Context: an optimization exercise on an open-source flow, tuned for small area, a short achievable clock period and few clock cycles. The choices shown serve that exercise and are no tape-out recipe.
Only simulation tests tie the RTL to the original design; equivalence was not proved.
No activity file was given, so power comes from the tool's default toggle rates.

==> flow/constraint.sdc <==
create_clock -name core_clock -period 10.0 [get_ports {clk}]
set_input_delay 2.0000 -clock core_clock [delete_from_list [all_inputs] [get_ports {clk}]]
set_output_delay 2.0000 -clock core_clock [all_outputs]
set_load 0.01 [all_outputs]
==> flow/run.sh <==
#!/bin/bash
# synth_recipe.tcl (not shown) runs the flow's synth.tcl, then flattens the netlist and writes it again
# the make line also repeats each setting of config.mk as NAME=value (left out here)
make -C /OpenROAD-flow-scripts/flow DESIGN_CONFIG=/design/flow/config.mk WORK_HOME=/design/flow/orfs CLKGATE_MAP_FILE= SYNTH_SCRIPT=/design/flow/synth_recipe.tcl finish
==> flow/design.v <==
module onc_pp (
    input  wire        clk,
    input  wire        rst,
    input  wire        bus_en,
    input  wire        bus_we,
    input  wire [11:0] bus_addr,
    input  wire [7:0]  bus_wdata,
    output reg  [7:0]  bus_rdata,
    output wire        irq
);
    localparam [7:0] OP_NOP      = 8'h00;
    localparam [7:0] OP_PKT_PROC = 8'h10;
    function [6:0] dec8;
        input [7:0] s;
        reg [3:0] n, m;
        reg [2:0] h, l;
        reg hv, lv;
        begin
            n = s[7:4]; m = s[3:0];
            h[2] = (n == 4'h5) | (n == 4'h6) | (n == 4'h9) | (n == 4'hA);
            h[1] = (n == 4'h3) | (n == 4'hD) | (n == 4'h9) | (n == 4'hA);
            h[0] = (n == 4'hC) | (n == 4'hD) | (n == 4'h6) | (n == 4'hA);
            hv   = (n == 4'hB) | (n == 4'hC) | (n == 4'h3) | (n == 4'hD) | h[2];
            l[2] = (m == 4'h5) | (m == 4'h6) | (m == 4'h9) | (m == 4'h2);
            l[1] = (m == 4'h3) | (m == 4'hA) | (m == 4'h9) | (m == 4'h2);
            l[0] = (m == 4'hC) | (m == 4'hA) | (m == 4'h6) | (m == 4'h2);
            lv   = (m == 4'h4) | (m == 4'hC) | (m == 4'h3) | (m == 4'hA) | l[2];
            dec8 = {hv & lv, h, l};
        end
    endfunction
    function [7:0] crc_l8;
        input [63:0] x;
        begin
            crc_l8[0] = x[0] ^ x[6] ^ x[7] ^ x[8] ^ x[12] ^ x[14] ^ x[16] ^ x[18] ^ x[19] ^ x[21] ^ x[23] ^ x[28] ^ x[30] ^ x[31] ^ x[34] ^ x[35] ^ x[39] ^ x[40] ^ x[43] ^ x[45] ^ x[48] ^ x[49] ^ x[50] ^ x[52] ^ x[53] ^ x[54] ^ x[56] ^ x[60] ^ x[63];
            crc_l8[1] = x[0] ^ x[1] ^ x[6] ^ x[9] ^ x[12] ^ x[13] ^ x[14] ^ x[15] ^ x[16] ^ x[17] ^ x[18] ^ x[20] ^ x[21] ^ x[22] ^ x[23] ^ x[24] ^ x[28] ^ x[29] ^ x[30] ^ x[32] ^ x[34] ^ x[36] ^ x[39] ^ x[41] ^ x[43] ^ x[44] ^ x[45] ^ x[46] ^ x[48] ^ x[51] ^ x[52] ^ x[55] ^ x[56] ^ x[57] ^ x[60] ^ x[61] ^ x[63];
            crc_l8[2] = x[0] ^ x[1] ^ x[2] ^ x[6] ^ x[8] ^ x[10] ^ x[12] ^ x[13] ^ x[15] ^ x[17] ^ x[22] ^ x[24] ^ x[25] ^ x[28] ^ x[29] ^ x[33] ^ x[34] ^ x[37] ^ x[39] ^ x[42] ^ x[43] ^ x[44] ^ x[46] ^ x[47] ^ x[48] ^ x[50] ^ x[54] ^ x[57] ^ x[58] ^ x[60] ^ x[61] ^ x[62] ^ x[63];
            crc_l8[3] = x[1] ^ x[2] ^ x[3] ^ x[7] ^ x[9] ^ x[11] ^ x[13] ^ x[14] ^ x[16] ^ x[18] ^ x[23] ^ x[25] ^ x[26] ^ x[29] ^ x[30] ^ x[34] ^ x[35] ^ x[38] ^ x[40] ^ x[43] ^ x[44] ^ x[45] ^ x[47] ^ x[48] ^ x[49] ^ x[51] ^ x[55] ^ x[58] ^ x[59] ^ x[61] ^ x[62] ^ x[63];
            crc_l8[4] = x[2] ^ x[3] ^ x[4] ^ x[8] ^ x[10] ^ x[12] ^ x[14] ^ x[15] ^ x[17] ^ x[19] ^ x[24] ^ x[26] ^ x[27] ^ x[30] ^ x[31] ^ x[35] ^ x[36] ^ x[39] ^ x[41] ^ x[44] ^ x[45] ^ x[46] ^ x[48] ^ x[49] ^ x[50] ^ x[52] ^ x[56] ^ x[59] ^ x[60] ^ x[62] ^ x[63];
            crc_l8[5] = x[3] ^ x[4] ^ x[5] ^ x[9] ^ x[11] ^ x[13] ^ x[15] ^ x[16] ^ x[18] ^ x[20] ^ x[25] ^ x[27] ^ x[28] ^ x[31] ^ x[32] ^ x[36] ^ x[37] ^ x[40] ^ x[42] ^ x[45] ^ x[46] ^ x[47] ^ x[49] ^ x[50] ^ x[51] ^ x[53] ^ x[57] ^ x[60] ^ x[61] ^ x[63];
            crc_l8[6] = x[4] ^ x[5] ^ x[6] ^ x[10] ^ x[12] ^ x[14] ^ x[16] ^ x[17] ^ x[19] ^ x[21] ^ x[26] ^ x[28] ^ x[29] ^ x[32] ^ x[33] ^ x[37] ^ x[38] ^ x[41] ^ x[43] ^ x[46] ^ x[47] ^ x[48] ^ x[50] ^ x[51] ^ x[52] ^ x[54] ^ x[58] ^ x[61] ^ x[62];
            crc_l8[7] = x[5] ^ x[6] ^ x[7] ^ x[11] ^ x[13] ^ x[15] ^ x[17] ^ x[18] ^ x[20] ^ x[22] ^ x[27] ^ x[29] ^ x[30] ^ x[33] ^ x[34] ^ x[38] ^ x[39] ^ x[42] ^ x[44] ^ x[47] ^ x[48] ^ x[49] ^ x[51] ^ x[52] ^ x[53] ^ x[55] ^ x[59] ^ x[62] ^ x[63];
        end
    endfunction
    function [7:0] adv2;
        input [7:0] x;
        begin
            adv2[0] = x[0] ^ x[4] ^ x[6];
            adv2[1] = x[1] ^ x[4] ^ x[5] ^ x[6] ^ x[7];
            adv2[2] = x[0] ^ x[2] ^ x[4] ^ x[5] ^ x[7];
            adv2[3] = x[1] ^ x[3] ^ x[5] ^ x[6];
            adv2[4] = x[0] ^ x[2] ^ x[4] ^ x[6] ^ x[7];
            adv2[5] = x[1] ^ x[3] ^ x[5] ^ x[7];
            adv2[6] = x[2] ^ x[4] ^ x[6];
            adv2[7] = x[3] ^ x[5] ^ x[7];
        end
    endfunction
    function [7:0] adv6;
        input [7:0] x;
        begin
            adv6[0] = x[0] ^ x[3] ^ x[5];
            adv6[1] = x[1] ^ x[3] ^ x[4] ^ x[5] ^ x[6];
            adv6[2] = x[2] ^ x[3] ^ x[4] ^ x[6] ^ x[7];
            adv6[3] = x[0] ^ x[3] ^ x[4] ^ x[5] ^ x[7];
            adv6[4] = x[1] ^ x[4] ^ x[5] ^ x[6];
            adv6[5] = x[0] ^ x[2] ^ x[5] ^ x[6] ^ x[7];
            adv6[6] = x[1] ^ x[3] ^ x[6] ^ x[7];
            adv6[7] = x[2] ^ x[4] ^ x[7];
        end
    endfunction
    function [7:0] adv8;
        input [7:0] x;
        begin
            adv8[0] = x[0] ^ x[4] ^ x[7];
            adv8[1] = x[0] ^ x[1] ^ x[4] ^ x[5] ^ x[7];
            adv8[2] = x[1] ^ x[2] ^ x[4] ^ x[5] ^ x[6] ^ x[7];
            adv8[3] = x[2] ^ x[3] ^ x[5] ^ x[6] ^ x[7];
            adv8[4] = x[0] ^ x[3] ^ x[4] ^ x[6] ^ x[7];
            adv8[5] = x[1] ^ x[4] ^ x[5] ^ x[7];
            adv8[6] = x[2] ^ x[5] ^ x[6];
            adv8[7] = x[3] ^ x[6] ^ x[7];
        end
    endfunction
    function [7:0] kpost;
        input [15:0] x;
        begin
            kpost[0] = x[0] ^ x[7] ^ x[8] ^ x[15];
            kpost[1] = x[0] ^ x[1] ^ x[7] ^ x[8] ^ x[9] ^ x[15];
            kpost[2] = x[1] ^ x[2] ^ x[7] ^ x[9] ^ x[10] ^ x[15];
            kpost[3] = x[2] ^ x[3] ^ x[10] ^ x[11];
            kpost[4] = x[3] ^ x[4] ^ x[11] ^ x[12];
            kpost[5] = x[4] ^ x[5] ^ x[12] ^ x[13];
            kpost[6] = x[5] ^ x[6] ^ x[13] ^ x[14];
            kpost[7] = x[6] ^ x[7] ^ x[14] ^ x[15];
        end
    endfunction
    localparam [7:0] CR_S32 = 8'h3D, CR_L32 = 8'h10, CR_L8 = 8'h04;
    reg  [7:0] cmd_r;
    reg        busy, done, err, busy_wr;
    reg  [2:0] err_code;
    reg        irq_en;
    reg  [7:0] pkt_len;
    reg  [2:0] key_count, inv_key_count;
    reg        in_valid_digits;
    assign irq = irq_en & done;
    reg        r_ab;           
    reg        r_dig;          
    reg  [7:0] r_ferr;         
    reg  [7:0] r_pid;          
    reg        r_lok;          
    reg [11:0] r_rptr, r_dst, r_src;
    reg [35:0] r_nid;
    reg  [7:0] r_hrx, r_hcalc;
    reg  [5:0] r_hop;          
    reg  [2:0] r_kt;           
    reg  [7:0] r_prx, r_pcalc;
    reg        r_acc;          
    wire [7:0] r_pt1 = pld_v[8 +: 8];
    wire [7:0] r_pt2 = pld_v[16 +: 8];
    wire [7:0] r_pt3 = pld_v[24 +: 8];
    wire host_wr = bus_en &  bus_we;
    wire host_rd = bus_en & ~bus_we;
    wire a_lo     = (bus_addr[11:8] == 4'h0);
    wire a_cmd    = (bus_addr == 12'h000);
    wire a_status = (bus_addr == 12'h001);
    wire a_ctrl   = (bus_addr == 12'h003);
    wire a_pktlen = (bus_addr == 12'h004);
    wire a_kcnt   = (bus_addr == 12'h005);
    wire a_ikcnt  = (bus_addr == 12'h006);
    wire a_inflg  = (bus_addr == 12'h007);
    wire a_pkt    = (bus_addr[11:6] == 6'b0001_00);           
    wire a_key    = (bus_addr[11:9] == 3'b010) && (bus_addr[7:6] == 2'b00);  
    wire a_pld    = (bus_addr[11:8] == 4'h2) && (bus_addr[7:0] < 8'd33);
    wire idle_wr = host_wr & ~busy;
    localparam [2:0] S_IDLE = 3'd0, S_H0 = 3'd1, S_H1 = 3'd2, S_D = 3'd3,
                     S_KA = 3'd4, S_KB = 3'd5, S_X = 3'd6, S_END = 3'd7;
    reg  [2:0] state;
    reg  [2:0] w;              
    reg  [1:0] kidx;           
    reg  [7:0] crc;            
    reg  [7:0] ks;             
    localparam [3:0] T_NONE = 4'd0, T_H0 = 4'd1, T_H1 = 4'd2, T_DF = 4'd3, T_DM = 4'd4,
                     T_DL = 4'd5, T_KA1 = 4'd6, T_KS = 4'd7, T_KL = 4'd8;
    reg  [3:0] tmode;
    reg [63:0] cl_q;
    reg  [7:0] k0_2;           
    reg  [1:0] kq2;
    reg        last2;
    reg  [2:0] end_code;
    wire [511:0] pkt_v;        
    wire [1023:0] key_v;       
    wire [263:0] pld_v;
    genvar gi;
    generate
        for (gi = 0; gi < 64; gi = gi + 1) begin : g_pkt
            reg [7:0] b;
            always @(posedge clk)
                if (idle_wr && a_pkt && bus_addr[5:0] == gi)
                    b <= bus_wdata;
            assign pkt_v[8*gi +: 8] = b;
        end
        for (gi = 0; gi < 128; gi = gi + 1) begin : g_key
            reg [7:0] b;
            always @(posedge clk)
                if (idle_wr && a_key && {bus_addr[8], bus_addr[5:0]} == gi)
                    b <= bus_wdata;
            assign key_v[8*gi +: 8] = b;
        end
    endgenerate
    wire [2:0]  pw_sel = busy ? w : bus_addr[5:3];
    wire [63:0] pw_raw = pkt_v[64*pw_sel +: 64];      
    reg  [63:0] pw;                                   
    integer li;
    always @(*)
        for (li = 0; li < 8; li = li + 1)
            pw[63-8*li -: 8] = pw_raw[8*li +: 8];
    wire        ring = (r_pid[3:1] == 3'b111);         
    wire [2:0]  kw_sel = busy ? {ring, kidx} : {bus_addr[8], bus_addr[5:4]};
    wire [127:0] kw = key_v[128*kw_sel +: 128];        
    function symv;
        input [7:0] s;
        reg [3:0] n, m;
        begin
            n = s[7:4]; m = s[3:0];
            symv = ((n == 4'hB) | (n == 4'hC) | (n == 4'h3) | (n == 4'hD) |
                    (n == 4'h5) | (n == 4'h6) | (n == 4'h9) | (n == 4'hA)) &
                   ((m == 4'h4) | (m == 4'hC) | (m == 4'h3) | (m == 4'hA) |
                    (m == 4'h5) | (m == 4'h6) | (m == 4'h9) | (m == 4'h2));
        end
    endfunction
    wire [60:16] sv;
    generate
        for (gi = 16; gi < 61; gi = gi + 1) begin : g_sv
            assign sv[gi] = symv(pkt_v[8*gi +: 8]);
        end
    endgenerate
    wire pv_s = &sv[27:16];
    wire pv_l = pv_s & (&sv[59:28]);
    localparam [2:0] P_NONE = 3'd0, P_H0 = 3'd1, P_H1 = 3'd2, P_DF = 3'd3, P_DM = 3'd4, P_DL = 3'd5;
    reg [63:0] pw_q;
    reg  [2:0] wq;
    reg  [2:0] pmode;
    wire       p_d = (pmode == P_DF) || (pmode == P_DM) || (pmode == P_DL);
    reg  [47:0] wd;
    reg  [7:0]  wv;            
    always @(*)
        for (li = 0; li < 8; li = li + 1)
            {wv[li], wd[47-6*li -: 6]} = dec8(pw_q[63-8*li -: 8]);
    wire [6:0]  h_p14 = dec8(pkt_v[8*14 +: 8]);
    wire [6:0]  h_p15 = dec8(pkt_v[8*15 +: 8]);
    wire [11:0] h_pid   = {h_p14[5:0], h_p15[5:0]};
    wire        h_pidbad = ~(h_p14[6] & h_p15[6]) | (h_pid[11:8] != 4'd0);
    wire        h_kv    = ~h_pidbad & (h_pid[5:4] == 2'b00);
    wire        h_small = (h_pid[3:0] <= 4'd5);
    wire        h_mh    = h_pid[6];
    wire [7:0]  h_explen = h_small ? (8'd28 + {7'd0, h_mh}) : (8'd60 + {7'd0, h_mh});
    wire        h_lok   = (pkt_len == h_explen);
    wire        h_pvalid = h_small ? pv_s : pv_l;
    wire [6:0]  h_hopsym = dec8(h_small ? pkt_v[8*28 +: 8] : pkt_v[8*60 +: 8]);
    wire       e_small  = (r_pid[3:0] <= 4'd5);
    wire       e_stream = (r_pid[3:1] == 3'b101) || (r_pid[3:1] == 3'b110);
    wire [7:0] e_r      = e_stream ? 8'd8 : 8'd32;
    wire [7:0] e_cr     = e_small ? CR_S32 : (e_stream ? CR_L8 : CR_L32);
    wire [2:0] e_ringn  = ring ? inv_key_count : key_count;
    wire       e_lastk  = ({1'b0, kidx} + 3'd1 >= e_ringn);
    wire d_first = (w == 3'd2);
    wire d_last  = e_small ? (w == 3'd3) : (w == 3'd7);
    reg [63:0] cl;
    reg [3:0]  cmode;
    always @(*) begin
        cl    = 64'd0;
        cmode = T_NONE;
        case (state)
            S_KA: begin
                cl = {8'd0, kw[8*(1) +: 8], kw[8*(2) +: 8], kw[8*(3) +: 8], kw[8*(4) +: 8], kw[8*(5) +: 8], kw[8*(6) +: 8], kw[8*(7) +: 8]};
                cmode = e_small ? T_KS : T_KA1;
            end
            S_KB: begin cl = {kw[8*(8) +: 8], kw[8*(9) +: 8], kw[8*(10) +: 8], kw[8*(11) +: 8], kw[8*(12) +: 8], kw[8*(13) +: 8], kw[8*(14) +: 8], kw[8*(15) +: 8]}; cmode = T_KL; end
            default: ;
        endcase
    end
    reg [63:0] pl;
    always @(*) begin
        case (pmode)
            P_H0:    pl = {16'd0, pw_q[63:48], pw_q[31:0]};       
            P_H1:    pl = pw_q;                                    
            P_DF:    pl = {24'd0, wd[39:0]};                       
            P_DL:    pl = {48'd0, wd[47:32]};                      
            default: pl = {16'd0, wd};
        endcase
    end
    wire [7:0] tree = crc_l8((pmode != P_NONE) ? pl : cl_q);
    wire [7:0] k_lhs_s = tree ^ k0_2;                         
    wire [7:0] k_lhs_l = kpost({adv8(ks) ^ tree, k0_2});      
    wire [7:0] k_t     = crc ^ e_cr ^ pld_v[7:0] ^ e_r;        
    wire       k_tk    = (tmode == T_KS) || (tmode == T_KL);    
    wire [7:0] k_lhs   = (tmode == T_KS) ? k_lhs_s : k_lhs_l;
    wire       k_match = (k_lhs == k_t);
    wire       k_issue = (state == S_KB) || (state == S_KA && e_small);
    wire        e_xl = k_tk && last2;
    wire        e_x  = (state == S_X) || e_xl;
    wire        e_xw = (state == S_X) || (e_xl && k_match);
    generate
        for (gi = 0; gi < 33; gi = gi + 1) begin : g_pld
            reg [7:0] b;
            wire in_ct = (gi < 8) || (gi < 32 && !e_small);
            wire we = (p_d && wq == 3'd2 + gi / 6 && (gi < 9 || !e_small)) ||
                      (e_xw && in_ct);
            always @(posedge clk)
                if (we)
                    b <= e_x ? (b ^ kw[8*(gi % 16) +: 8] ^ e_r) : wd[47-8*(gi%6) -: 8];
            assign pld_v[8*gi +: 8] = b;
        end
    endgenerate
    reg completing;
    reg fin;
    reg [2:0] fin_code;
    always @(posedge clk) begin
        if (rst) begin
            cmd_r <= 8'h00; busy <= 1'b0; done <= 1'b0; err <= 1'b0; busy_wr <= 1'b0;
            err_code <= 3'd0; irq_en <= 1'b0; pkt_len <= 8'h00;
            key_count <= 3'd0; inv_key_count <= 3'd0; in_valid_digits <= 1'b1;
            r_ab <= 1'b0; r_dig <= 1'b0;
            state <= S_IDLE; tmode <= T_NONE; pmode <= P_NONE;
        end else begin
            completing = 1'b0;
            fin = 1'b0;
            fin_code = 3'd0;
            if (idle_wr) begin
                if (a_pktlen) pkt_len <= bus_wdata;
                if (a_kcnt)   key_count <= (bus_wdata > 8'd4) ? 3'd4 : bus_wdata[2:0];
                if (a_ikcnt)  inv_key_count <= (bus_wdata > 8'd4) ? 3'd4 : bus_wdata[2:0];
                if (a_inflg)  in_valid_digits <= bus_wdata[0];
                if (a_cmd) begin
                    cmd_r    <= bus_wdata;
                    done     <= 1'b0;
                    err      <= 1'b0;
                    err_code <= 3'd0;
                    busy     <= 1'b1;
                    if (bus_wdata == OP_PKT_PROC) begin
                        state    <= S_H1;
                        end_code <= 3'd0;
                    end else begin
                        state    <= S_END;
                        end_code <= (bus_wdata == OP_NOP) ? 3'd0 : 3'd1;
                    end
                end
            end
            if (host_wr && a_ctrl)
                irq_en <= bus_wdata[0];
            if (host_wr && busy && !a_status && !a_ctrl)
                busy_wr <= 1'b1;
            case (state)
                S_IDLE: ;
                S_H1: begin
                    r_pid       <= h_pid[7:0];
                    r_ferr[5]   <= h_pidbad;
                    r_ferr[6]   <= h_kv & h_lok & h_mh & ~h_hopsym[6];
                    r_ferr[7]   <= h_kv & h_lok & ~h_pvalid;
                    r_lok   <= h_lok;
                    r_hop   <= h_hopsym[5:0];
                    r_kt    <= 3'd0;
                    r_acc   <= 1'b0;
                    if (h_kv & h_lok & h_pvalid)
                        state <= S_D;
                    else
                        state <= S_END;      
                    if (pkt_len == 8'd0 || !in_valid_digits || pkt_len < 8'd16) begin
                        r_ab  <= 1'b1;
                        r_dig <= 1'b0;
                        fin = 1'b1;
                        fin_code = (pkt_len != 8'd0 && !in_valid_digits) ? 3'd6 : 3'd7;
                    end else begin
                        r_ab  <= 1'b0;
                        r_dig <= 1'b1;
                    end
                end
                S_D: begin
                    if (d_last) begin
                        kidx  <= 2'd0;
                        if (e_ringn == 3'd0)
                            state <= S_END;
                        else
                            state <= S_KA;
                    end
                end
                S_KA: begin
                    if (!e_small)
                        state <= S_KB;
                end
                S_KB: ;
                S_X: begin
                    fin = 1'b1;
                end
                S_END: begin
                    if (tmode != T_KA1 && !k_tk) begin
                        fin = 1'b1;
                        fin_code = end_code;
                    end
                end
                default: ;
            endcase
            if (pmode == P_H0) begin
                r_rptr       <= {wd[47-6*(0) -: 6], wd[47-6*(1) -: 6]};
                r_hrx        <= {wd[47-6*(2) -: 6], wd[47-6*(3) -: 6]};
                r_dst        <= {wd[47-6*(4) -: 6], wd[47-6*(5) -: 6]};
                r_nid[35:24] <= {wd[47-6*(6) -: 6], wd[47-6*(7) -: 6]};
                r_ferr[0]    <= ~(wv[0] & wv[1]);
                r_ferr[1]    <= ~(wv[2] & wv[3]) | (wd[47-6*(2) -: 6] >> 2 != 6'd0);
                r_ferr[2]    <= ~(wv[4] & wv[5]);
                r_ferr[3]    <= ~(wv[6] & wv[7]);
            end
            if (pmode == P_H1) begin
                r_nid[23:0]  <= {wd[47-6*(0) -: 6], wd[47-6*(1) -: 6], wd[47-6*(2) -: 6], wd[47-6*(3) -: 6]};
                r_src        <= {wd[47-6*(4) -: 6], wd[47-6*(5) -: 6]};
                r_ferr[3]    <= r_ferr[3] | ~(&wv[3:0]);
                r_ferr[4]    <= ~(wv[4] & wv[5]);
                r_hcalc      <= adv8(crc) ^ tree;
            end
            pmode <= (idle_wr && a_cmd && bus_wdata == OP_PKT_PROC) ? P_H0 :
                     (state == S_H1) ? P_H1 :
                     (state == S_D)  ? (d_first ? P_DF : (d_last ? P_DL : P_DM)) : P_NONE;
            tmode <= cmode;
            if (k_issue) begin
                k0_2  <= kw[8*(0) +: 8];
                kq2   <= kidx;
                last2 <= e_lastk;
                kidx  <= e_lastk ? kidx : kidx + 2'd1;
                state <= e_lastk ? S_END : S_KA;
            end
            if (k_tk) begin
                r_kt    <= {1'b0, kq2} + 3'd1;
                r_prx   <= pld_v[7:0] ^ k0_2 ^ e_r;
                r_pcalc <= crc ^ e_cr ^ k_lhs ^ k0_2;
                if (k_match) begin
                    r_acc <= 1'b1;
                    kidx  <= kq2;
                    tmode <= T_NONE;
                    if (last2)
                        fin = 1'b1;          
                    else
                        state <= S_X;
                end else if (last2) begin
                    fin = 1'b1;
                end
            end
            if (fin) begin
                completing = 1'b1;
                err_code <= fin_code;
                err      <= (fin_code != 3'd0);
                busy     <= 1'b0;
                state    <= S_IDLE;
                tmode    <= T_NONE;
                pmode    <= P_NONE;
            end
            if (host_wr && a_status) begin
                if (bus_wdata[1]) done <= 1'b0; else if (completing) done <= 1'b1;
                if (bus_wdata[2]) err  <= 1'b0;
                if (bus_wdata[3]) busy_wr <= 1'b0;
            end else if (completing) begin
                done <= 1'b1;
            end
        end
    end
    always @(posedge clk) begin
        if (idle_wr && a_cmd)
            w <= 3'd1;
        else if (state == S_H0 || state == S_H1 || state == S_D)
            w <= w + 3'd1;
        pw_q <= pw;
        wq   <= w;
        cl_q <= cl;
        case (pmode)
            P_H0, P_DF: crc <= tree;
            P_DM:       crc <= adv6(crc) ^ tree;
            P_DL:       crc <= adv2(crc) ^ tree;
            default: ;
        endcase
        if (pmode == P_NONE && tmode == T_KA1)
            ks <= tree;
    end
    wire [7:0] q_ferr  = r_dig ? r_ferr : 8'd0;
    wire       q_pidok = r_dig & ~r_ferr[5];
    wire [7:0] q_pid   = q_pidok ? r_pid : 8'd0;
    wire       q_kv    = q_pidok & (r_pid[5:4] == 2'b00);
    wire [3:0] q_kind  = r_pid[3:0];
    wire       q_fpid  = q_kv & r_lok;
    wire       q_s7    = q_fpid & ~r_ferr[7];            
    wire       q_acc   = q_s7 & r_acc;
    wire       q_tried = q_s7 & (r_kt != 3'd0);
    wire       q_hcok  = r_dig & ~r_ferr[1] & (r_hrx == r_hcalc);
    wire       q_dec   = r_dig & (r_ferr == 8'd0);
    wire       q_k0    = (q_kind == 4'd0);
    wire       q_ack   = (q_kind == 4'd1) || (q_kind == 4'd4) || (q_kind == 4'd7) || (q_kind == 4'd11);
    wire       q_nack  = (q_kind == 4'd2) || (q_kind == 4'd5) || (q_kind == 4'd8) || (q_kind == 4'd12);
    wire       q_resp  = q_acc & (q_ack | q_nack);
    wire       q_parse = q_acc & q_k0 & (r_pt2 > 8'd3);
    wire       q_valid = r_dig & q_dec & q_hcok & q_fpid & q_acc;
    wire [7:0] q_flags = {q_parse, q_valid, q_acc, q_acc, q_fpid, q_hcok, q_dec, r_dig};
    wire       q_hops  = q_fpid & r_pid[6] & ~r_ferr[6];
    wire       q_small = (q_kind <= 4'd5);
    wire       q_inv   = (q_kind[3:1] == 3'b111);
    wire       q_strm  = (q_kind[3:1] == 3'b101) || (q_kind[3:1] == 3'b110);
    reg [3:0] q_fr;
    always @(*) begin
        if (r_ab)                    q_fr = 4'd9;
        else if (!r_dig)             q_fr = 4'd0;
        else if (r_ferr[5:0] != 0)   q_fr = 4'd1;
        else if (!q_hcok)            q_fr = 4'd2;
        else if (!q_kv)              q_fr = 4'd3;
        else if (!r_lok)             q_fr = 4'd4;
        else if (r_ferr[6])          q_fr = 4'd5;
        else if (r_ferr[7])          q_fr = 4'd6;
        else if (!r_acc)             q_fr = 4'd7;
        else if (q_parse)            q_fr = 4'd8;
        else                         q_fr = 4'd0;
    end
    wire [3:0] q_var =
        !q_acc                              ? 4'd0 :
        q_k0                                ? ((r_pt2 <= 8'd3) ? (r_pt2[3:0] + 4'd1) : 4'd0) :
        (q_kind == 4'd3)                    ? 4'd4 :
        (q_ack | q_nack)                    ? 4'd6 :
        (q_kind == 4'd6 || q_kind == 4'd9)  ? 4'd7 :
        (q_kind == 4'd10 || q_kind == 4'd13) ? 4'd8 : 4'd5;
    wire [7:0] pkt_byte = pw_raw[8*bus_addr[2:0] +: 8];
    wire [7:0] key_byte = kw[8*bus_addr[3:0] +: 8];
    wire [7:0] pld_byte = pld_v[8*bus_addr[5:0] +: 8];
    reg [7:0] rd_reg;
    always @(*) begin
        rd_reg = 8'h00;
        case (bus_addr[7:0])
            8'h00: rd_reg = cmd_r;
            8'h01: rd_reg = {4'd0, busy_wr, err, done, busy};
            8'h02: rd_reg = {5'd0, err_code};
            8'h03: rd_reg = {7'd0, irq_en};
            8'h04: rd_reg = pkt_len;
            8'h05: rd_reg = {5'd0, key_count};
            8'h06: rd_reg = {5'd0, inv_key_count};
            8'h07: rd_reg = {7'd0, in_valid_digits};
            8'h20: rd_reg = q_flags;
            8'h21: rd_reg = q_ferr;
            8'h22: rd_reg = {4'd0, q_fr};
            8'h23: rd_reg = q_pid;
            8'h24: rd_reg = q_kv ? {4'd0, q_kind} : 8'hFF;
            8'h25: rd_reg = {6'd0, q_pid[7:6]};
            8'h26: rd_reg = (r_dig & ~r_ferr[0]) ? r_rptr[7:0] : 8'd0;
            8'h27: rd_reg = (r_dig & ~r_ferr[0]) ? {4'd0, r_rptr[11:8]} : 8'd0;
            8'h28: rd_reg = (r_dig & ~r_ferr[2]) ? r_dst[7:0] : 8'd0;
            8'h29: rd_reg = (r_dig & ~r_ferr[2]) ? {4'd0, r_dst[11:8]} : 8'd0;
            8'h2A: rd_reg = (r_dig & ~r_ferr[4]) ? r_src[7:0] : 8'd0;
            8'h2B: rd_reg = (r_dig & ~r_ferr[4]) ? {4'd0, r_src[11:8]} : 8'd0;
            8'h2C: rd_reg = (r_dig & ~r_ferr[3]) ? r_nid[7:0] : 8'd0;
            8'h2D: rd_reg = (r_dig & ~r_ferr[3]) ? r_nid[15:8] : 8'd0;
            8'h2E: rd_reg = (r_dig & ~r_ferr[3]) ? r_nid[23:16] : 8'd0;
            8'h2F: rd_reg = (r_dig & ~r_ferr[3]) ? r_nid[31:24] : 8'd0;
            8'h30: rd_reg = (r_dig & ~r_ferr[3]) ? {4'd0, r_nid[35:32]} : 8'd0;
            8'h31: rd_reg = (r_dig & ~r_ferr[1]) ? r_hrx : 8'd0;
            8'h32: rd_reg = r_dig ? r_hcalc : 8'd0;
            8'h33: rd_reg = q_tried ? r_prx : 8'd0;
            8'h34: rd_reg = q_tried ? r_pcalc : 8'd0;
            8'h35: rd_reg = q_acc ? {6'd0, r_kt[1:0] - 2'd1} : 8'hFF;
            8'h36: rd_reg = {7'd0, q_s7 & q_inv};
            8'h37: rd_reg = {4'd0, q_var};
            8'h38: rd_reg = q_acc ? r_pt1 : 8'd0;
            8'h39: rd_reg = (q_acc & q_k0) ? r_pt2 : 8'd0;
            8'h3A: rd_reg = (q_acc & q_k0 & (r_pt2 == 8'd1)) ? r_pt3 : 8'd0;
            8'h3B: rd_reg = q_resp ? (q_ack ? 8'd1 : 8'd2) : 8'd0;
            8'h3C: rd_reg = q_resp ? r_pt2 : 8'd0;
            8'h3D: rd_reg = q_resp ? r_pt3 : 8'd0;
            8'h3E: rd_reg = q_resp ? 8'd4 : 8'd0;
            8'h3F: rd_reg = q_hops ? {5'd0, r_hop[5:3]} : 8'd0;
            8'h40: rd_reg = q_hops ? {5'd0, r_hop[2:0]} : 8'd0;
            8'h41: rd_reg = q_s7 ? (q_small ? 8'd9 : 8'd33) : 8'd0;
            8'h42: rd_reg = q_s7 ? (q_strm ? 8'd8 : 8'd32) : 8'd0;
            8'h43: rd_reg = q_s7 ? {5'd0, r_kt} : 8'd0;
            default: rd_reg = 8'h00;
        endcase
    end
    reg [7:0] rd_mux;
    always @(*) begin
        rd_mux = 8'h00;
        if (a_lo)        rd_mux = rd_reg;
        else if (a_pkt)  rd_mux = pkt_byte;
        else if (a_pld)  rd_mux = pld_byte;
        else if (a_key)  rd_mux = key_byte;
    end
    always @(posedge clk) begin
        if (rst)
            bus_rdata <= 8'h00;
        else if (host_rd)
            bus_rdata <= rd_mux;
    end
endmodule
==> flow/config.mk <==
export PLATFORM = sky130hd
export DESIGN_NAME = onc_pp
export DESIGN_NICKNAME = onc_pp
export VERILOG_FILES = /design/flow/design.v
export SDC_FILE = /design/flow/constraint.sdc
export NUM_CORES = 4
export LEC_CHECK = 0
export CAP_MARGIN = 20
export CORE_MARGIN = 2
export CORE_UTILIZATION = 40
export CTS_BUF_LIST = sky130_fd_sc_hd__clkbuf_16
export CTS_CLUSTER_DIAMETER = 60
export CTS_CLUSTER_SIZE = 28
export PLACE_DENSITY = 0.6
export SETUP_SLACK_MARGIN = 5
export SLEW_MARGIN = 20
==> impl_metrics.py, run 1 <==
metrics = {
    "clock_tree": {
        "cts_tree": "done",
        "cts.sinks": 2144,
        "cts_buffer_depth": 3,
        "ctsRootBufferMaster": "clkbuf_16",
        "cts-buffers-inserted": 146,
        "h-tree-depth": 4,
        "cts_hold_buf": 0,
        "clk_pin_slew_ps": 90,
        "clock_latency_ps": 880,
    },
    "timing": {
        "final-hold-violation-count": 0,
        "drv_slew": 0,
        "worst_slack_ps": 4800,
        "hold_ws_ps": 455,
        "clock-skew-final_ps": 78.3,
        "fin_crit_ps": 5200,
        "relSlewSlack": 0.146,
        "post-route-period-util": 0.520,
        "grt_setup_unrepaired": "yes",
        "worst_slew_pin_slew_ps": 1240,
        "setup_tns_ps": 0,
        "max_freq_mhz": 192,
        "setup_viol": 0,
    },
    "placed_design": {
        "place_ws_ps": 2940,
        "hpwlAfterDp_um": 245000,
        "gp_congestion": 1.07,
        "io_buffers": 32,
    },
    "yosys": {
        "ys_types": 107,
        "synth_top_area_frac": 0.605,
        "syn_nets": 6318,
        "ys_seq_area_frac": 0.642,
        "synthFlopType": "edfxtp_1",
        "synth_top_cell_by_area": "edfxtp_1",
        "async_flop_share": 0,
        "avgSynthCellArea_um2": 15.5,
        "synthCells": 6284,
        "synthTopCellsByArea": "edfxtp_1 60%, mux4_2 11%, dfxtp_1 3.8%",
        "ys_warn_count": 1,
        "synth.ff_latch_count": 2144,
        "synth_edf_count": 1961,
        "synth.cell_area_um2": 97400,
    },
    "routing": {
        "dr.pass1.iters": 10,
        "drcViolationCount": 0,
        "ant_nets": 0,
        "vias": 63300,
        "wl_um": 358000,
        "first_iter_violations": 9911,
        "post_drt_wl_per_cell_um": 36.3,
        "vias_per_cell": 6.43,
    },
    "floorplan": {
        "start_util": 0.401,
        "coreArea_um2": 243000,
        "chipHeight_um": 497,
        "io_pins": 33,
        "dieArea_um2": 247000,
        "die_x_um": 497,
        "fp-row-count": 181,
    },
    "finish": {
        "final_layout_size_suffix_gt1_frac": 0.243,
        "layout-area-overhead-vs-synth_pct": 14.9,
        "layout_commonest_cell": "edfxtp_1",
        "layout_common_cells": "1961 x edfxtp_1, 475 x mux4_2, 389 x nor2_1",
        "layout.nets": 6549,
    },
    "hold_path": {
        "holdPathEnd": "cmd_r[4]",
        "min_from": "cmd_r[4]",
        "hold_path.class": "reg2reg",
        "hold_depth": 2,
    },
    "global_routing": {
        "grt_max_degree": 273,
        "antenna_found_initial": 28,
        "grt_usage": 0.279,
        "grt-ovfl-total": 0,
        "grt_pass1_wl_um": 487000,
        "grt_pass1_vias": 60300,
    },
    "worst_setup_path": {
        "r2r-start": "pmode[0]",
        "cp-start-kind": "register",
        "arrival_ps": 5780,
        "r2r-end": "g_pld[25].b[7]",
        "r2r_cells": 21,
        "cp-end-kind": "register",
        "path_max_fanout": 14,
        "critPathKind": "reg2reg",
        "reg2reg_slack_ps": 4800,
        "required_ps": 10580,
    },
    "power_and_ir_drop": {
        "leakagePower_nw": 35.6,
        "power_density_nw_per_um2": 189,
        "irDropWorstVdd_mv": 0.287,
    },
    "flow_run": {
        "drv_cap": 0,
    },
    "outcome": {
        "status": "finished clean",
    },
}
[critical path: stages, from the launching register on]
cell       delay, ps
dfxtp_4          470
buf_4            180
buf_16           170
mux2i_1          230
nor2_2            60
a21oi_1          140
o311a_1          310
xor2_2           210
xnor3_2          490
xnor3_2          490
xnor3_1          260
nor2_2           130
xnor3_2          380
xnor2_2          170
a21oi_4          190
a31oi_4          130
buf_12           170
buf_16           130
o32ai_4          110
buf_12           180
buf_4            170
clkbuf_16        190
[power breakdown]
part / internal, mW / switching, mW
Combinational: 1.95 / 2.40
Sequential: 10.0 / 0.156
Clock: 3.09 / 3.58
[routing by layer]
metal / GRT usage / routed length (µm) / vias to the layer above
met5: 0 / 167 / -
met4: 0.157 / 26700 / 22
met3: 0.0768 / 41700 / 1038
met2: 0.417 / 156000 / 4254
met1: 0.369 / 133000 / 32700
li1: - / - / 25300
[what timing repair did]
item / in CTS / in global routing
buffers inserted: 126 / 35
hold endpoints to repair: 0 / 0
pin swaps: 74 / 43
gates cloned: 16 / 24
setup endpoints to repair: 551 / 335
gates resized for setup: 367 / 97
[registers in the layout, summed over array words and instances, names as in the netlist, 6 cells and up]
name and flops:
cl_q 64, r_hrx 8, r_rptr 12, pkt_len 8, bus_rdata 8, pw_q 64, r_hop 6, g_key.b 1024
r_prx 8, r_pcalc 8, cmd_r 8, r_ferr 8, r_dst 12, r_pid 8, r_src 12, r_nid 36
k0_2 8, g_pld.b 264, crc 8, ks 8, r_hcalc 8, g_pkt.b 512
[through the flow]
| step | power, mW | std cells | utilization | cell area, µm² |
|---|---|---|---|---|
| finish | 21.2 | 9850 | 0.461 | 112000 |
| global route | 21.7 | 9842 | 0.461 | 112000 |
| CTS | 20.9 | 9779 | 0.456 | 111000 |
| detailed placement | 13.8 | 9366 | 0.421 | 102000 |
| global placement | 13.9 | 9366 | 0.421 | 102000 |
| floorplan | 12.7 | 6284 | - | 97500 |
[cell type report]
| type | instances | area, µm² |
|---|---|---|
| diodes | 10 | 25.0 |
| repair inverters | 1 | 7.51 |
| well taps | 3202 | 4010 |
| repair buffers | 432 | 4680 |
| clock buffers | 152 | 3800 |
| clock inverters | 119 | 1470 |
| multi-input cells | 3750 | 35100 |
| inverters | 40 | 165 |
| flip-flops and latches | 2144 | 62600 |
| fillers | 20900 | 131000 |
[worst max path at each step]
stage | slack [ps] | end | start
finish | 4800 | g_pld[25].b[7] | pmode[0]
CTS | 4920 | g_pld[19].b[2] | pmode[2]
global route | 4750 | g_pld[25].b[7] | pw_q[54]
floorplan | 4990 | g_pld[12].b[0] | pmode[0]
detailed placement | 2940 | g_pld[22].b[4] | pmode[1]
global placement | 3000 | bus_rdata[7] | bus_addr[4]
[synthesized netlist by cell type, types with 44 or more instances]
cell      instances
nand2_1         296
o22ai_1         100
xnor2_1         254
a211oi_1        110
mux2_2           89
dfxtp_1         183
o21ai_0         357
xor2_1          306
nor2_1          415
nand4_1          49
edfxtp_1       1961
mux4_2          475
maj3_1           66
mux2i_1         202
a22oi_1          89
clkbuf_1        197
nand2b_1         50
nand3_1          83
o211ai_1         44
a21oi_1         204
buf_2            49
nor3_1           58
buf_1            91
[cells by family (layout without fill, tap and decap cells)]
family,after synthesis,in the layout,synth area share
flops,2144,2144,0.642
mux,772,772,0.142
buf+inv,395,744,0.0170
other cells,0,10,0
simple gates,1132,1135,0.0541
fa+ha+maj,76,76,0.00807
compound gates,1157,1159,0.0760
xor+xnor,608,608,0.0609
Testbench counts, summed over its fixed seeds: cycles 44,124.
==> run 2, diff against run 1 <==
==> flow/flow/run.sh (new file) <==
#!/bin/bash
set -o pipefail
export BUFFER_PORTS_ARGS="-buffer_cell sky130_fd_sc_hd__buf_4"
bash standard.sh > standard.log 2>&1
==> flow/standard.sh (new file) <==
#!/bin/bash
# synth_recipe.tcl (not shown) runs the flow's synth.tcl, then flattens the netlist and writes it again
# the make line also repeats each setting of config.mk as NAME=value (left out here)
make -C /OpenROAD-flow-scripts/flow DESIGN_CONFIG=/design/flow/config.mk WORK_HOME=/design/flow/orfs CLKGATE_MAP_FILE= SYNTH_SCRIPT=/design/flow/synth_recipe.tcl "${@:-finish}"
--- a/flow/config.mk
+++ b/flow/config.mk
@@ -8,9 +8,6 @@
 export CAP_MARGIN = 20
 export CORE_MARGIN = 2
 export CORE_UTILIZATION = 40
-export CTS_BUF_LIST = sky130_fd_sc_hd__clkbuf_16
-export CTS_CLUSTER_DIAMETER = 60
-export CTS_CLUSTER_SIZE = 28
 export PLACE_DENSITY = 0.6
 export SETUP_SLACK_MARGIN = 5
 export SLEW_MARGIN = 20
removed: flow/run.sh
==> run 2 against run 1 <==
- flip-flop and latch count unchanged
- synthesized area unchanged
- design area up 1.4%
- critical path depth down 3
- clock skew up 28 ps
- core utilization up 0.62 points
- sequential power about the same
- cell count up 1.4%
- sequential share of layout area down 0.78 points
- largest cell class unchanged
- via count up 0.31%
- largest power group unchanged
- worst hold slack better by 12 ps
- first-iteration DRC count up 1.2%
==> impl_metrics.py, run 2 <==
metrics = {
    "routing": {
        "vias_per_cell": 6.36,
        "vias": 63500,
        "first_iter_violations": 10000,
        "drcViolationCount": 0,
        "post_drt_wl_per_cell_um": 36.0,
        "ant_nets": 0,
        "wl_um": 360000,
        "dr.pass1.iters": 7,
    },
    "yosys": {
        "synth.ff_latch_count": 2144,
        "ys_types": 107,
        "synth_edf_count": 1961,
        "syn_nets": 6318,
        "synthTopCellsByArea": "edfxtp_1 60%, mux4_2 11%, dfxtp_1 3.8%",
        "synthCells": 6284,
        "ys_warn_count": 1,
        "synth_top_cell_by_area": "edfxtp_1",
        "netlist_top_cells_count": "1961 x edfxtp_1, 475 x mux4_2, 415 x nor2_1, 357 x o21ai_0, 306 x xor2_1",
        "synthFlopType": "edfxtp_1",
        "async_flop_share": 0,
        "synth_most_common_cell": "edfxtp_1",
        "synth_top_area_frac": 0.605,
        "ys_seq_area_frac": 0.642,
        "avgSynthCellArea_um2": 15.5,
        "synth.cell_area_um2": 97400,
    },
    "floorplan": {
        "io_pins": 33,
        "fp-row-count": 181,
        "start_util": 0.401,
        "coreArea_um2": 243000,
        "dieArea_um2": 247000,
        "chipHeight_um": 497,
        "die_x_um": 497,
    },
    "global_routing": {
        "grt_pass1_vias": 60300,
        "grt_usage": 0.282,
        "grt_pass1_wl_um": 491000,
        "grt_max_degree": 270,
        "grt-ovfl-total": 0,
        "antenna_found_initial": 21,
    },
    "clock_tree": {
        "cts-buffers-inserted": 214,
        "ctsRootBufferMaster": "clkbuf_16",
        "cts.sinks": 2144,
        "clk_pin_slew_ps": 70,
        "cts_tree": "done",
        "clock_latency_ps": 910,
        "h-tree-depth": 4,
        "cts_buffer_depth": 3,
    },
    "placed_design": {
        "io_buffers": 32,
        "dpl_cell_area_um2": 102000,
        "gp_congestion": 1.04,
        "place_inst": 9382,
        "hpwlAfterDp_um": 246000,
    },
    "finish": {
        "fin_util": 0.467,
        "top_regs": "g_key.b: 1024 flops, g_pkt.b: 512 flops, g_pld.b: 264 flops",
        "multi_input_area_um2": 34700,
        "stdcell_area_um2": 113000,
        "regMostFlops": "g_key.b",
        "layout.nets": 6632,
        "finalNonFillerCells": 9988,
        "layout_commonest_cell": "edfxtp_1",
        "regArea_um2": 62600,
        "fillers": 20900,
        "final_layout_size_suffix_gt1_frac": 0.243,
        "layout-area-overhead-vs-synth_pct": 16.4,
        "largest_reg_flops": 1024,
        "layout_common_cells": "1961 x edfxtp_1, 475 x mux4_2, 371 x nor2_1",
    },
    "power_and_ir_drop": {
        "leakagePower_nw": 36.6,
        "irDropWorstVdd_mv": 0.185,
        "power_density_nw_per_um2": 200,
        "p_total_mw": 22.7,
    },
    "worst_setup_path": {
        "r2r-start": "pw_q[22]",
        "required_ps": 10600,
        "cp-end-kind": "register",
        "critPathKind": "reg2reg",
        "path_max_fanout": 8,
        "startpoint": "pw_q[22]",
        "cp-start-kind": "register",
        "arrival_ps": 5850,
    },
    "timing": {
        "clock-skew-final_ps": 106,
        "worst_slew_pin_slew_ps": 1200,
        "post-route-period-util": 0.525,
        "setup_viol": 0,
        "final-hold-violation-count": 0,
        "relSlewSlack": 0.180,
        "drv_slew": 0,
        "max_freq_mhz": 191,
        "fin_crit_ps": 5250,
        "grt_setup_unrepaired": "yes",
        "setup_tns_ps": 0,
    },
    "hold_path": {
        "hold_path.class": "reg2reg",
        "min_from": "w[2]",
    },
    "flow_run": {
        "drv_cap": 0,
    },
    "outcome": {
        "status": "finished clean",
    },
}
[run 2: where the power goes]
| part | switching [mW] | internal [mW] |
|---|---|---|
| clock network | 3.61 | 4.62 |
| registers | 0.162 | 10.0 |
| logic | 2.35 | 1.94 |
[run 2: cell families (layout without fill, tap and decap cells)]
kind of cell,count (synthesis),in the layout,synth area share
XOR/XNOR,608,608,0.0609
other,0,8,0
AO/OA/AOI/OAI,1157,1160,0.0760
AND/OR/NAND/NOR,1132,1134,0.0541
buffers and inverters,395,884,0.0170
adder cells (fa/ha/maj),76,76,0.00807
flip-flops,2144,2144,0.642
multiplexers,772,772,0.142
[run 2: timing repair]
| item | in CTS | in global routing |
|---|---|---|
| hold endpoints to repair | 0 | 0 |
| pin swaps | 55 | 35 |
| resized for setup | 297 | 84 |
| setup endpoints to repair | 836 | 512 |
| hold buffers | 0 | 0 |
| gates cloned | 24 | 11 |
| buffers inserted | 128 | 38 |
[run 2: area by class of cell]
class / count / share of cell area
clock inverters: 130 / 0.0133
inverters: 40 / 0.00141
well taps: 3202 / 0.0353
clock buffers: 266 / 0.0495
repair buffers: 447 / 0.0416
multi-input cells: 3750 / 0.306
diodes: 8 / 0.000177
flip-flops and latches: 2144 / 0.552
repair inverters: 1 / 0.0000662
[run 2: per-stage QoR]
step | hold slack [ps] | worst slack, ps
CTS | 460 | 4880
finish | 466 | 4750
global route | 482 | 4710
detailed placement | 453 | 2740
floorplan | 383 | 4990
global placement | 443 | 2750
[run 2: path summary, 6_finish.rpt]
check / end / slack, ps / cells past startpoint
worst max-delay path: g_pld[15].b[2] / 4750 / 18
worst min-delay path: wq[2] / 470 / 0
worst max register to register: g_pld[15].b[2] / 4750 / 18
worst min register to register: wq[2] / 470 / 0
[run 2: worst max-delay path: stages, from the launching register on]
cell and delay, ps:
dfxtp_1 510, xnor2_1 190, o22ai_4 430, o22ai_1 160
a21oi_1 450, xnor2_1 180, xnor2_1 250, xnor3_2 540
xnor2_4 180, xnor2_2 210, xnor3_1 360, o21ai_2 170
and4b_2 300, a31oi_4 180, buf_12 200, buf_12 140
buf_6 120, o22ai_4 210, buf_12 180
[run 2: routing by layer]
layer	part of all wire	global-route usage	vias to the layer above
met2	0.44	0.417	4184
met4	0.066	0.151	18
li1	-	-	25500
met3	0.11	0.0743	902
met5	0.00071	0	-
met1	0.38	0.381	32900
==> run 3, diff against run 2 <==
--- a/flow/design.v
+++ b/flow/design.v
@@ -256,15 +256,13 @@
     wire [7:0] k_lhs   = (tmode == T_KS) ? k_lhs_s : k_lhs_l;
     wire       k_match = (k_lhs == k_t);
     wire       k_issue = (state == S_KB) || (state == S_KA && e_small);
-    wire        e_xl = k_tk && last2;
-    wire        e_x  = (state == S_X) || e_xl;
-    wire        e_xw = (state == S_X) || (e_xl && k_match);
+    wire        e_x  = (state == S_X);
     generate
         for (gi = 0; gi < 33; gi = gi + 1) begin : g_pld
             reg [7:0] b;
             wire in_ct = (gi < 8) || (gi < 32 && !e_small);
             wire we = (p_d && wq == 3'd2 + gi / 6 && (gi < 9 || !e_small)) ||
-                      (e_xw && in_ct);
+                      (e_x && in_ct);
             always @(posedge clk)
                 if (we)
                     b <= e_x ? (b ^ kw[8*(gi % 16) +: 8] ^ e_r) : wd[47-8*(gi%6) -: 8];
@@ -384,7 +382,7 @@
                 k0_2  <= kw[8*(0) +: 8];
                 kq2   <= kidx;
                 last2 <= e_lastk;
-                kidx  <= e_lastk ? kidx : kidx + 2'd1;
+                kidx  <= kidx + 2'd1;
                 state <= e_lastk ? S_END : S_KA;
             end
             if (k_tk) begin
@@ -395,10 +393,7 @@
                     r_acc <= 1'b1;
                     kidx  <= kq2;
                     tmode <= T_NONE;
-                    if (last2)
-                        fin = 1'b1;          
-                    else
-                        state <= S_X;
+                    state <= S_X;
                 end else if (last2) begin
                     fin = 1'b1;
                 end
==> flow/run.sh (new file) <==
#!/bin/bash
# synth_recipe.tcl (not shown) runs the flow's synth.tcl, then flattens the netlist and writes it again
# the make line also repeats each setting of config.mk as NAME=value (left out here)
make -C /OpenROAD-flow-scripts/flow DESIGN_CONFIG=/design/flow/config.mk WORK_HOME=/design/flow/orfs CLKGATE_MAP_FILE= SYNTH_SCRIPT=/design/flow/synth_recipe.tcl finish
--- a/flow/config.mk
+++ b/flow/config.mk
@@ -8,6 +8,9 @@
 export CAP_MARGIN = 20
 export CORE_MARGIN = 2
 export CORE_UTILIZATION = 40
+export CTS_BUF_LIST = sky130_fd_sc_hd__clkbuf_16
+export CTS_CLUSTER_DIAMETER = 100
+export CTS_CLUSTER_SIZE = 24
 export PLACE_DENSITY = 0.6
 export SETUP_SLACK_MARGIN = 5
 export SLEW_MARGIN = 20
removed: flow/flow/run.sh
removed: flow/standard.sh
==> run 3 against run 2 <==
- still clean
- via count down 1.3%
- global-route usage is essentially flat
- synthesized area rose by 0.16%
- total power down 29%
- design area shrank 3.4%
- core utilization is 1.6 points lower
- sequential share of layout area increased by 1.9 points
- worst setup slack got worse by 14 ps
- highest routed layer unchanged
- first-iteration DRC count is 4.3% lower
- flip-flop and latch count did not move
- wire length shrank 0.18%
==> impl_metrics.py, run 3 <==
metrics = {
    "outcome": {
        "status": "finished clean",
    },
    "timing": {
        "final-hold-violation-count": 0,
        "clock-skew-final_ps": 79.9,
        "relSlewSlack": 0.126,
        "worst_slew_pin_slew_ps": 1280,
        "worst_slack_ps": 4740,
        "max_freq_mhz": 190,
        "setup_viol": 0,
        "fin_crit_ps": 5260,
        "post-route-period-util": 0.526,
        "drv_slew": 0,
        "setup_tns_ps": 0,
        "grt_setup_unrepaired": "yes",
    },
    "yosys": {
        "synth_edf_count": 1961,
        "synth_top_area_frac": 0.604,
        "synth_top_cell_by_area": "edfxtp_1",
        "syn_nets": 6324,
        "netlist_top_cells_count": "1961 x edfxtp_1, 477 x mux4_2, 410 x nor2_1, 346 x o21ai_0, 328 x xor2_1",
        "synthCells": 6290,
        "ys_types": 97,
        "synthFlopType": "edfxtp_1",
        "synth_most_common_cell": "edfxtp_1",
        "synth.ff_latch_count": 2144,
        "async_flop_share": 0,
        "ys_seq_area_frac": 0.641,
        "synthTopCellsByArea": "edfxtp_1 60%, mux4_2 11%, dfxtp_1 3.8%",
        "avgSynthCellArea_um2": 15.5,
        "synth.cell_area_um2": 97600,
        "ys_warn_count": 1,
    },
    "clock_tree": {
        "clk_pin_slew_ps": 110,
        "cts-buffers-inserted": 102,
        "cts_buffer_depth": 3,
        "clock_latency_ps": 860,
        "cts_tree": "done",
        "cts.sinks": 2144,
        "cts_hold_buf": 0,
        "h-tree-depth": 3,
        "ctsRootBufferMaster": "clkbuf_16",
    },
    "power_and_ir_drop": {
        "clockPowerShare": 0.296,
        "leakagePower_nw": 34.8,
        "seqPwrFrac": 0.611,
        "p_total_mw": 16.2,
        "power_switching_mw": 3.98,
        "power_frac_comb": 0.093,
        "irDropWorstVdd_mv": 0.205,
        "swShare": 0.246,
        "intPower_mw": 12.2,
        "power_density_nw_per_um2": 148,
    },
    "floorplan": {
        "fp-row-count": 181,
        "die_x_um": 498,
        "io_pins": 33,
        "coreArea_um2": 243000,
        "start_util": 0.402,
        "dieArea_um2": 248000,
        "chipHeight_um": 498,
    },
    "finish": {
        "top_regs": "g_key.b: 1024 flops, g_pkt.b: 512 flops, g_pld.b: 264 flops",
        "multi_input_area_um2": 35500,
        "regArea_um2": 62600,
        "layout.nets": 6521,
        "regMostFlops": "g_key.b",
        "final_layout_size_suffix_gt1_frac": 0.230,
        "layout-area-overhead-vs-synth_pct": 12.3,
        "finalNonFillerCells": 9761,
        "largest_reg_flops": 1024,
        "layout_common_cells": "1961 x edfxtp_1, 477 x mux4_2, 361 x nor2_1",
        "layout_commonest_cell": "edfxtp_1",
        "fillers": 21200,
    },
    "hold_path": {
        "hold_path.class": "reg2reg",
    },
    "routing": {
        "vias_per_cell": 6.42,
        "drcViolationCount": 0,
        "post_drt_wl_per_cell_um": 36.8,
        "ant_nets": 0,
        "dr.pass1.iters": 6,
        "wl_um": 359000,
        "first_iter_violations": 9597,
        "vias": 62700,
    },
    "flow_run": {
        "drv_cap": 0,
    },
    "worst_setup_path": {
        "cp_slowest_cell": "xnor3_2",
        "critPathKind": "reg2reg",
        "slowest_delay_ps": 550,
        "cp-end-kind": "register",
        "crit_path_cell_trace": "buf_12 > nor2b_4 > buf_8 > a22o_1 > o22ai_2 > xnor2_2 > xnor3_2 > xnor2_2 > xnor3_2 > buf_6 > buf_6 > xor2_1 > o211ai_1 > a21oi_1 > nor4_2 > buf_4 > nand3_2 > or4b_4 > mux2_4",
        "required_ps": 10580,
        "arrival_ps": 5840,
        "cp-start-kind": "register",
        "path_max_fanout": 8,
    },
    "global_routing": {
        "grt_pass1_vias": 59700,
        "grt_pass1_wl_um": 491000,
        "grt_usage": 0.282,
        "grt-ovfl-total": 0,
        "antenna_found_initial": 17,
        "grt_max_degree": 118,
    },
    "placed_design": {
        "place_inst": 9403,
        "place_ws_ps": 2810,
        "io_buffers": 32,
        "hpwlAfterDp_um": 250000,
        "gp_congestion": 1.04,
    },
}
[run 3: changes by cell type after synthesis, sizes merged, moves of 14 or more]
| cell | before | now |
|---|---|---|
| mux2 | 94 | 109 |
| a22oi | 89 | 75 |
| buf | 156 | 133 |
| clkbuf | 199 | 216 |
| o21ai | 365 | 350 |
| nand2 | 296 | 272 |
| xor2 | 307 | 328 |
[run 3: final cells by class]
type,count,share of cell area
antenna,10,0.000228
clock buffer,102,0.0233
clock inverter,64,0.00357
inverter,44,0.00162
multi-input combinational,3755,0.324
sequential,2144,0.572
tap,3202,0.0366
timing repair buffer,440,0.0391
[run 3: final timing paths]
check                           cells past startpoint  startpoint  slack, ps      end
worst max-delay path                               19    pmode[1]       4740  kidx[0]
worst min register to register                      0        w[1]        450    wq[1]
worst min-delay path                                0        w[1]        450    wq[1]
worst max register to register                     19    pmode[1]       4740  kidx[0]
[run 3: cell families after synthesis]
kind of cell / count (synthesis) / share of synthesized area
DFF: 2144 / 0.641
AOI/OAI and AO/OA: 1159 / 0.0765
and+or+nand+nor: 1119 / 0.0542
muxes: 795 / 0.144
xor gates and xnor gates: 613 / 0.0600
buffers and inverters: 393 / 0.0165
adders and majority gates: 67 / 0.00713
[run 3: metrics by stage]
step | hold slack [ps] | utilization | cell area (µm²)
final | 455 | 0.451 | 110000
after global routing | 474 | 0.451 | 110000
after CTS | 451 | 0.447 | 108000
after detailed placement | 465 | 0.423 | 103000
after global placement | 456 | 0.422 | 103000
after floorplan | 383 | - | 97600
[run 3: critical path, delay by kind of cell, from the launching register on]
kind	cells	cell delay, ps
buffers and inverters	5	820
muxes	1	320
xor gates and xnor gates	5	1600
and+or+nand+nor	4	1200
DFF	1	450
AOI/OAI and AO/OA	4	590
[run 3: timing repair]
item,4_1_cts,5_1_grt
resized for setup,344,118
endpoints found under the setup margin,437,245
setup buffers,112,53
cloned,12,3
pin swaps,75,36
[run 3: power groups by stage]
stage	Combinational, mW	Clock (mW)	Sequential, mW
floorplan	0.703	0	10.0
global placement	1.34	0	10.1
detailed placement	1.35	0	10.1
CTS	1.43	4.85	9.88
global route	1.53	5.13	9.89
finish	1.50	4.80	9.89
[run 3: metal layers]
layer | global-route usage | routed length (µm) | vias up | share of wire
li1 | - | - | 25200 | -
met1 | 0.380 | 138000 | 32700 | 0.38
met2 | 0.432 | 160000 | 3898 | 0.45
met3 | 0.0513 | 34700 | 837 | 0.097
met4 | 0.155 | 26200 | 6 | 0.073
met5 | 0 | 44 | - | 0.00012
Testbench counts of run 3, summed over its fixed seeds: cycles 44,210.
==> run 4, diff against run 3 <==
--- a/flow/config.mk
+++ b/flow/config.mk
@@ -14,3 +14,4 @@
 export PLACE_DENSITY = 0.6
 export SETUP_SLACK_MARGIN = 5
 export SLEW_MARGIN = 20
+export TNS_END_PERCENT = 10
==> run 4 against run 3 <==
- clock skew increased by 9.4 ps
- first-iteration DRC count increased by 3.5%
- sequential share of layout area decreased by 0.10 points
- worst setup slack got worse by 46 ps
- critical path depth decreased by 1
- worst hold slack improved by 18 ps
- sequential power about the same
- via count increased by 0.87%
- largest power group unchanged
- total power increased by 1.9%
- cell count decreased by 0.31%
==> impl_metrics.py, run 4 <==
metrics = {
    "clock_tree": {
        "cts.sinks": 2144,
        "clk_pin_slew_ps": 100,
        "cts_buffer_depth": 3,
        "cts_hold_buf": 0,
        "h-tree-depth": 3,
        "clock_latency_ps": 870,
        "cts-buffers-inserted": 105,
        "cts_tree": "done",
        "ctsRootBufferMaster": "clkbuf_16",
    },
    "worst_setup_path": {
        "crit_path_cell_trace": "buf_6 > buf_12 > buf_4 > mux2i_1 > a2bb2oi_1 > o22ai_1 > a21oi_2 > xnor2_1 > xnor3_2 > xnor2_4 > xnor2_4 > xnor2_1 > nor2_2 > xor3_2 > nor4_4 > nand3_1 > or4b_4 > mux2_4",
        "crit_family": "XOR/XNOR gates",
        "path_max_fanout": 7,
        "slowest_delay_ps": 570,
        "cp-start-kind": "register",
        "arrival_ps": 5870,
        "required_ps": 10570,
        "crit_buf_inv": 3,
        "cp-end-kind": "register",
        "cp_slowest_cell": "or4b_4",
        "critPathKind": "reg2reg",
    },
    "yosys": {
        "synth_top_area_frac": 0.604,
        "ys_seq_area_frac": 0.641,
        "synth.ff_latch_count": 2144,
        "yosys.area_share.adder": 0.00713,
        "synth_top_family_by_area": "multiplexers",
        "async_flop_share": 0,
        "synthTopCellsByArea": "edfxtp_1 60%, mux4_2 11%, dfxtp_1 3.8%",
        "netlist_top_cells_count": "1961 x edfxtp_1, 477 x mux4_2, 410 x nor2_1, 346 x o21ai_0, 328 x xor2_1",
        "syn_nets": 6324,
        "ys_warn_count": 1,
        "synth_most_common_cell": "edfxtp_1",
        "synthFlopType": "edfxtp_1",
        "ys_types": 97,
        "yosys.area_share.xor_xnor": 0.0600,
        "synth.cell_area_um2": 97600,
        "synth_edf_count": 1961,
        "synth-simple-area-share": 0.0542,
        "synthMuxAreaShare": 0.144,
        "avgSynthCellArea_um2": 15.5,
        "synth_compound_area_frac": 0.0765,
        "synth_top_cell_by_area": "edfxtp_1",
        "synthCells": 6290,
    },
    "power_and_ir_drop": {
        "power_density_nw_per_um2": 150,
        "leakagePower_nw": 34.8,
        "irDropWorstVdd_mv": 0.149,
    },
    "placed_design": {
        "gp_congestion": 1.09,
        "hpwlAfterDp_um": 256000,
        "dpl_cell_area_um2": 102000,
        "io_buffers": 32,
    },
    "routing": {
        "wl_um": 368000,
        "first_iter_violations": 9931,
        "vias": 63200,
        "vias_per_cell": 6.50,
        "dr.pass1.iters": 9,
        "post_drt_wl_per_cell_um": 37.8,
        "ant_nets": 0,
        "drcViolationCount": 0,
    },
    "outcome": {
        "status": "finished clean",
    },
    "finish": {
        "layout-area-overhead-vs-synth_pct": 12.5,
        "fin_util": 0.452,
        "final_layout_size_suffix_gt1_frac": 0.231,
        "top_regs": "g_key.b: 1024 flops, g_pkt.b: 512 flops, g_pld.b: 264 flops",
        "layout.nets": 6479,
        "regArea_um2": 62600,
        "layout_common_cells": "1961 x edfxtp_1, 477 x mux4_2, 370 x nor2_1",
        "layout_commonest_cell": "edfxtp_1",
        "largest_reg_flops": 1024,
        "multi_input_area_um2": 35500,
        "regMostFlops": "g_key.b",
        "fillers": 21100,
        "stdcell_area_um2": 110000,
    },
    "timing": {
        "setup_tns_ps": 0,
        "grt_setup_unrepaired": "yes",
        "relSlewSlack": 0.0952,
        "setup_viol": 0,
        "final-hold-violation-count": 0,
        "clock-skew-final_ps": 89.3,
        "max_freq_mhz": 188,
        "drv_slew": 0,
        "worst_slew_pin_slew_ps": 1360,
        "fin_crit_ps": 5310,
        "post-route-period-util": 0.531,
    },
    "global_routing": {
        "grt_pass1_vias": 59700,
        "grt_usage": 0.289,
        "grt-ovfl-total": 0,
        "grt_max_degree": 104,
        "grt_pass1_wl_um": 500000,
        "antenna_found_initial": 37,
    },
    "floorplan": {
        "start_util": 0.402,
        "chipHeight_um": 498,
        "coreArea_um2": 243000,
        "fp-row-count": 181,
        "io_pins": 33,
        "dieArea_um2": 248000,
        "die_x_um": 498,
    },
    "flow_run": {
        "drv_cap": 0,
    },
    "hold_path": {
        "hold_path.class": "reg2reg",
    },
}
## run 4: cell families after synthesis
logic type               after synthesis
AO/OA/AOI/OAI                       1159
XOR/XNOR                             613
adder cells (fa/ha/maj)               67
buffers and inverters                393
flip-flops                          2144
multiplexers                         795
AND/OR/NAND/NOR                     1119
## run 4: area by class of cell
type                            instances  share of cell area
Clock buffer                          109              0.0248
Multi-Input combinational cell       3754               0.324
Sequential cell                      2144               0.571
Tap cell                             3202              0.0365
Clock inverter                         64             0.00484
Antenna cell                           18            0.000410
Timing Repair Buffer                  396              0.0377
Inverter                               44             0.00156
## run 4: final timing paths
| path | from | end | slack [ps] | cells past startpoint |
|---|---|---|---|---|
| max | pmode[0] | kidx[1] | 4690 | 18 |
| min reg2reg | cmd_r[3] | cmd_r[3] | 470 | 2 |
| max reg2reg | pmode[0] | kidx[1] | 4690 | 18 |
| min | cmd_r[3] | cmd_r[3] | 470 | 2 |
## run 4: per-stage QoR
step / power [mW] / hold WS, ps / cells / setup slack [ps]
after floorplan: 10.7 / 383 / 6290 / 4070
after global routing: 16.8 / 481 / 9719 / 4640
after global placement: 11.4 / 450 / 9384 / 2940
final: 16.5 / 473 / 9731 / 4690
after CTS: 16.4 / 474 / 9666 / 4880
after detailed placement: 11.5 / 461 / 9386 / 3060
## run 4: repair_timing
item | 4_1_cts | 5_1_grt
resized for setup | 391 | 113
buffers inserted | 95 | 38
pin swaps | 73 | 25
cloned | 12 | 7
endpoints found under the setup margin | 725 | 214
## run 4: worst min-delay path, stage by stage, from the launching register on
cell	delay (ps)
dfxtp_1	330
nand2_1	50
a21oi_1	50
## run 4: where the power goes
part | internal [mW] | switching [mW]
Sequential | 9.81 | 0.101
Combinational | 0.506 | 1.01
Clock | 2.08 | 2.99
## run 4: routing by layer
metal  wire, µm  part of all wire  track usage  vias to the layer above
li1           -                 -            -                    25200
met1     141000              0.38        0.388                    32800
met2     158000              0.43        0.424                     4234
met3      45000              0.12       0.0869                      985
met4      23700             0.064        0.149                       22
met5        222           0.00060            0                        -

what the ideal ports hide:
How much do the figures lean on ideal ports? The routed layouts below were timed once more, with nothing changed but the port constraints. Step 1 sets driving cells, clkbuf_16 on the clock port and buf_2 on the other inputs (assumed; they add their load-dependent delay and slew). Step 2, shift: input delay + t, output delay - t, t = (earliest + latest rising clock arrival at the registers) / 2. This alone moves slack from input paths to output paths. Slacks: no drivers / after step 1 / after step 2; pairs: no drivers / after step 1.
run	t, ns	slack for setup (ns)	worst setup path at the end	cell pins on the clock port's net
run 1	0.939	4.797 / 4.745 / 3.806	input to register	1
run 2	0.964	4.753 / 4.753 / 4.024	input to register	1
run 3	0.911	4.739 / 4.739 / 3.977	input to register	1
run 4	0.909	4.693 / 4.693 / 3.956	input to register	1
After both steps every run listed still meets setup and hold. The setup slack of run 1, which loses most, moves by -0.052 ns with the drivers and by -0.991 ns with both steps.
